Source: an optimization exercise on an open RTL-to-GDS flow (aim: small area, a short achievable clock period and few clock cycles). Production flows keep margins and buffers that such runs may drop.
Only simulation tests tie the RTL to the original design; equivalence was not proved.
Power and IR drop assume default switching activity.

Setup of alpha:
==> flow/design.v (excerpt) <==
module aec_dec (
    input  wire        clk,
    input  wire        rst,           
    input  wire        start,         
    input  wire        preset_sel,    
    input  wire [15:0] in_len,        
    input  wire [19:0] in_bits,       
    input  wire [15:0] out_cap,       
    output wire [15:0] in_addr,
    input  wire [7:0]  in_rdata,
    output wire [15:0] out_raddr,
    input  wire [7:0]  out_rdata,
    output reg         out_we,
    output wire [15:0] out_waddr,
    output reg  [7:0]  out_wdata,
    output reg         busy,
    output reg         done,
    output wire        complete,
    output reg  [2:0]  stop_reason,
    output wire [15:0] out_len,
    output wire [19:0] out_bits
);
Size: roughly 4100 cells after synthesis, about 270 flip-flops, about 170 I/O pins, ~0.031 mm2 of cells after synthesis.
clock: 10.0 ns
lec_check: 0
cap_margin: 20
core_margin: 2
core_utilization: 55
setup_slack_margin: 5
slew_margin: 20
tns_end_percent: 5
run.sh (not shown) runs the stock make flow with config.mk's settings and CLKGATE_MAP_FILE= SYNTH_SCRIPT=/design/flow/synth_recipe.tcl, a recipe that flattens the netlist after the stock synthesis.
alpha: full flow OK, the timing, design-rule and antenna checks passed
Testbench counts of alpha, summed over its fixed seeds: cycles 77,123.
The inputs of beta differ from those of alpha as listed below.
Settings: TNS_END_PERCENT no longer set, was 5; CORE_UTILIZATION now 40, was 55.
Findings:
- In beta relative to alpha, clock-buffer cell count had gone up by a few percent.
- Compared with alpha, beta shows share of cell area taken by flip-flops and latches lower by 0.53 points.
- In beta, the height of the chip came out 17% above the value in alpha.
- Logic depth of the worst setup path including buffers: beta > alpha
- The number of buffers created by CTS of alpha and that of beta are within noise of each other.
- Measured slew at the worst slew-check pin ended up 0.0095 ns lower on beta than on alpha.
- Having completed the whole flow, beta delivered a layout that passed the timing, design-rule and antenna checks.
- Relative to alpha, the number of fillers in the final layout measured on beta has increased by more than half.
- alpha → beta: placed instance count went up by 4.8%; worst setup slack after layout saw an increase.

========
the reference run:
Another version of the RTL of aec_dec (not shown whole).
Size: ~4,000 cells after synthesis, roughly 300 flip-flops, about 31,000 sq um of cells after synthesis.
// aec_dec
module aec_dec (
    input  wire        clk,
    input  wire        rst,           
    input  wire        start,         
    input  wire        preset_sel,    
    input  wire [15:0] in_len,        
    input  wire [19:0] in_bits,       
    input  wire [15:0] out_cap,       
    output wire [15:0] in_addr,
    input  wire [7:0]  in_rdata,
    output wire [15:0] out_raddr,
    input  wire [7:0]  out_rdata,
    output reg         out_we,
    output wire [15:0] out_waddr,
    output reg  [7:0]  out_wdata,
    output reg         busy,
    output reg         done,
    output wire        complete,
    output reg  [2:0]  stop_reason,
    output wire [15:0] out_len,
    output wire [19:0] out_bits
);
    localparam [1:0] CS_ALPHA = 2'd0, CS_NUM = 2'd1, CS_DELTA = 2'd2;
    localparam [2:0] SR_TERM = 3'd1, SR_TRUNC = 3'd2, SR_RSVD = 3'd3,
                     SR_BADREF = 3'd4, SR_FULL = 3'd5, SR_MAGIC = 3'd6;
    localparam [4:0]
        M_IDLE   = 5'd0,
        M_MAGIC  = 5'd1,
        M_TOK    = 5'd2,    
        M_SYMV   = 5'd3,    
        M_NUMV   = 5'd4,    
        M_P1SH   = 5'd5,    
        M_NIBSEL = 5'd6,    
        M_TSEL   = 5'd7,    
        M_CNT    = 5'd8,    
        M_DCHK   = 5'd9,    
        M_COPY   = 5'd10,   
        M_NIB    = 5'd11,   
        M_HYPH   = 5'd12,   
        M_BYTE   = 5'd13,   
        M_TCHK   = 5'd14,   
        M_TCH    = 5'd15,   
        M_UNI    = 5'd16,   
        M_DLT2   = 5'd17,   
        M_UTF    = 5'd18,   
        M_SEQ    = 5'd19,   
        M_FIN    = 5'd20,   
        M_DF     = 5'd21,   
        M_RPT    = 5'd22;   
    localparam [2:0] P_DM = 3'd0, P_DD = 3'd1, P_RPT = 3'd2, P_HEX = 3'd3,
  ...
clock: 10.0 ns
lec_check: 0
cap_margin: 20
core_margin: 2
core_utilization: 40
slew_margin: 20
Testbench counts of the reference run, summed over its fixed seeds: cycles 78,683.
Relative to the reference run, the following input files were edited for the trial run:
-- flow/config.mk --
<<< the reference run, line 10
export CORE_UTILIZATION = 40
export SLEW_MARGIN = 20
>>> the trial run, line 10
export CORE_UTILIZATION = 40
export SETUP_SLACK_MARGIN = 5
export SLEW_MARGIN = 20
Findings:
- Across the trial run and the reference run, none had a timing, DRC or antenna violation.
- Of the trial run and the reference run, the reference run shows the lower number of setup buffers added after CTS, with the trial run above it.
- Of the trial run and the reference run, the run reporting the lower wire length was the reference run.
- Delta (the trial run minus the reference run): number of signal-net buffers in the layout saw an increase, sequential share of layout area saw a decrease.
- Min final area across the trial run and the reference run: the reference run
- Going from the reference run to the trial run, count of nets after finishing grows by 124.
- The reference run ended up with stop_reason[1]$_SDFFE_PP0P_ as its end point of the critical path; the trial run ended up with out_wdata[1]$_SDFFCE_PP0P_.

========
aec_dec, a different RTL version from the one above (not shown whole).
Size in the first run: about 280 flip-flops, about 170 I/O pins.
Design aec_dec, start of the top module:
module aec_dec (
    input  wire        clk,
    input  wire        rst,           
    input  wire        start,         
    input  wire        preset_sel,    
    input  wire [15:0] in_len,        
    input  wire [19:0] in_bits,       
    input  wire [15:0] out_cap,       
    output wire [15:0] in_addr,
    input  wire [7:0]  in_rdata,
    output wire [15:0] out_raddr,
    input  wire [7:0]  out_rdata,
    output reg         out_we,
    output wire [15:0] out_waddr,
    output reg  [7:0]  out_wdata,
    output reg         busy,
    output reg         done,
    output wire        complete,
    output reg  [2:0]  stop_reason,
    output wire [15:0] out_len,
    output wire [19:0] out_bits
);
Settings: LEC_CHECK=0, CAP_MARGIN=20, CORE_MARGIN=2, CORE_UTILIZATION=55, SETUP_SLACK_MARGIN=5, SLEW_MARGIN=20, TNS_END_PERCENT=5; clock period 10.0 ns.
The starting point ran to the end with no violations.
Testbench counts at the start, summed over its fixed seeds: cycles 78,683.
Edit:
CORE_UTILIZATION = 40   (was 55)
TNS_END_PERCENT = unset   (was 5)
Outcome: Power shrinks by a few percent. Wire length came out lower by a few percent. Critical path depth came out higher by 3. Synthesized cell count stays the same. Design area rises slightly. Worst hold slack got worse by 0.032 ns. First-iteration DRC count drops by a quarter to a third. Sequential cell count does not change. Setup slack gets better by 0.24 ns.

-- what the ideal ports hide --
The results above use ideal ports. As a check the final layouts listed here were re-extracted and re-timed, cells and wires unchanged. Step 1 (the two cells are an assumption about what drives the block):
set clk [get_ports {clk}]
set_driving_cell -lib_cell sky130_fd_sc_hd__clkbuf_16 $clk
set_driving_cell -lib_cell sky130_fd_sc_hd__buf_2 [delete_from_list [all_inputs] $clk]
Step 2 adds t to the input delays and takes it off the output delays; t is the mean of the earliest and latest rising clock arrival at the registers after step 1. Input paths then give back, and output paths get back, about the clock's delay inside the block. Slacks: ideal / step 1 / step 2; pairs: ideal / step 1.
| run | t (ns) | setup WS [ns] | worst hold slack (ns) | worst setup path at the end |
|---|---|---|---|---|
| alpha | 0.636 | 4.837 / 4.837 / 4.507 | 0.476 / 0.476 / 0.476 | input to register |
| beta | 0.643 | 4.960 / 4.960 / 4.570 | 0.476 / 0.476 / 0.476 | input to register |
| the reference run | 0.661 | 2.980 / 2.980 / 2.980 | 0.505 / 0.505 / 0.505 | register to register |
| the trial run | 0.659 | 4.999 / 4.999 / 4.383 | 0.498 / 0.498 / 0.498 | input to register |
| the first run of note 3 | 0.631 | 4.812 / 4.797 / 4.166 | 0.519 / 0.519 / 0.519 | input to register |
| the second run of note 3 | 0.643 | 5.051 / 5.051 / 4.432 | 0.487 / 0.487 / 0.487 | input to register |
After both steps every run listed still meets setup and hold. The setup slack of the first run of note 3, which loses most, moves by -0.015 ns with the drivers and by -0.646 ns with both steps.
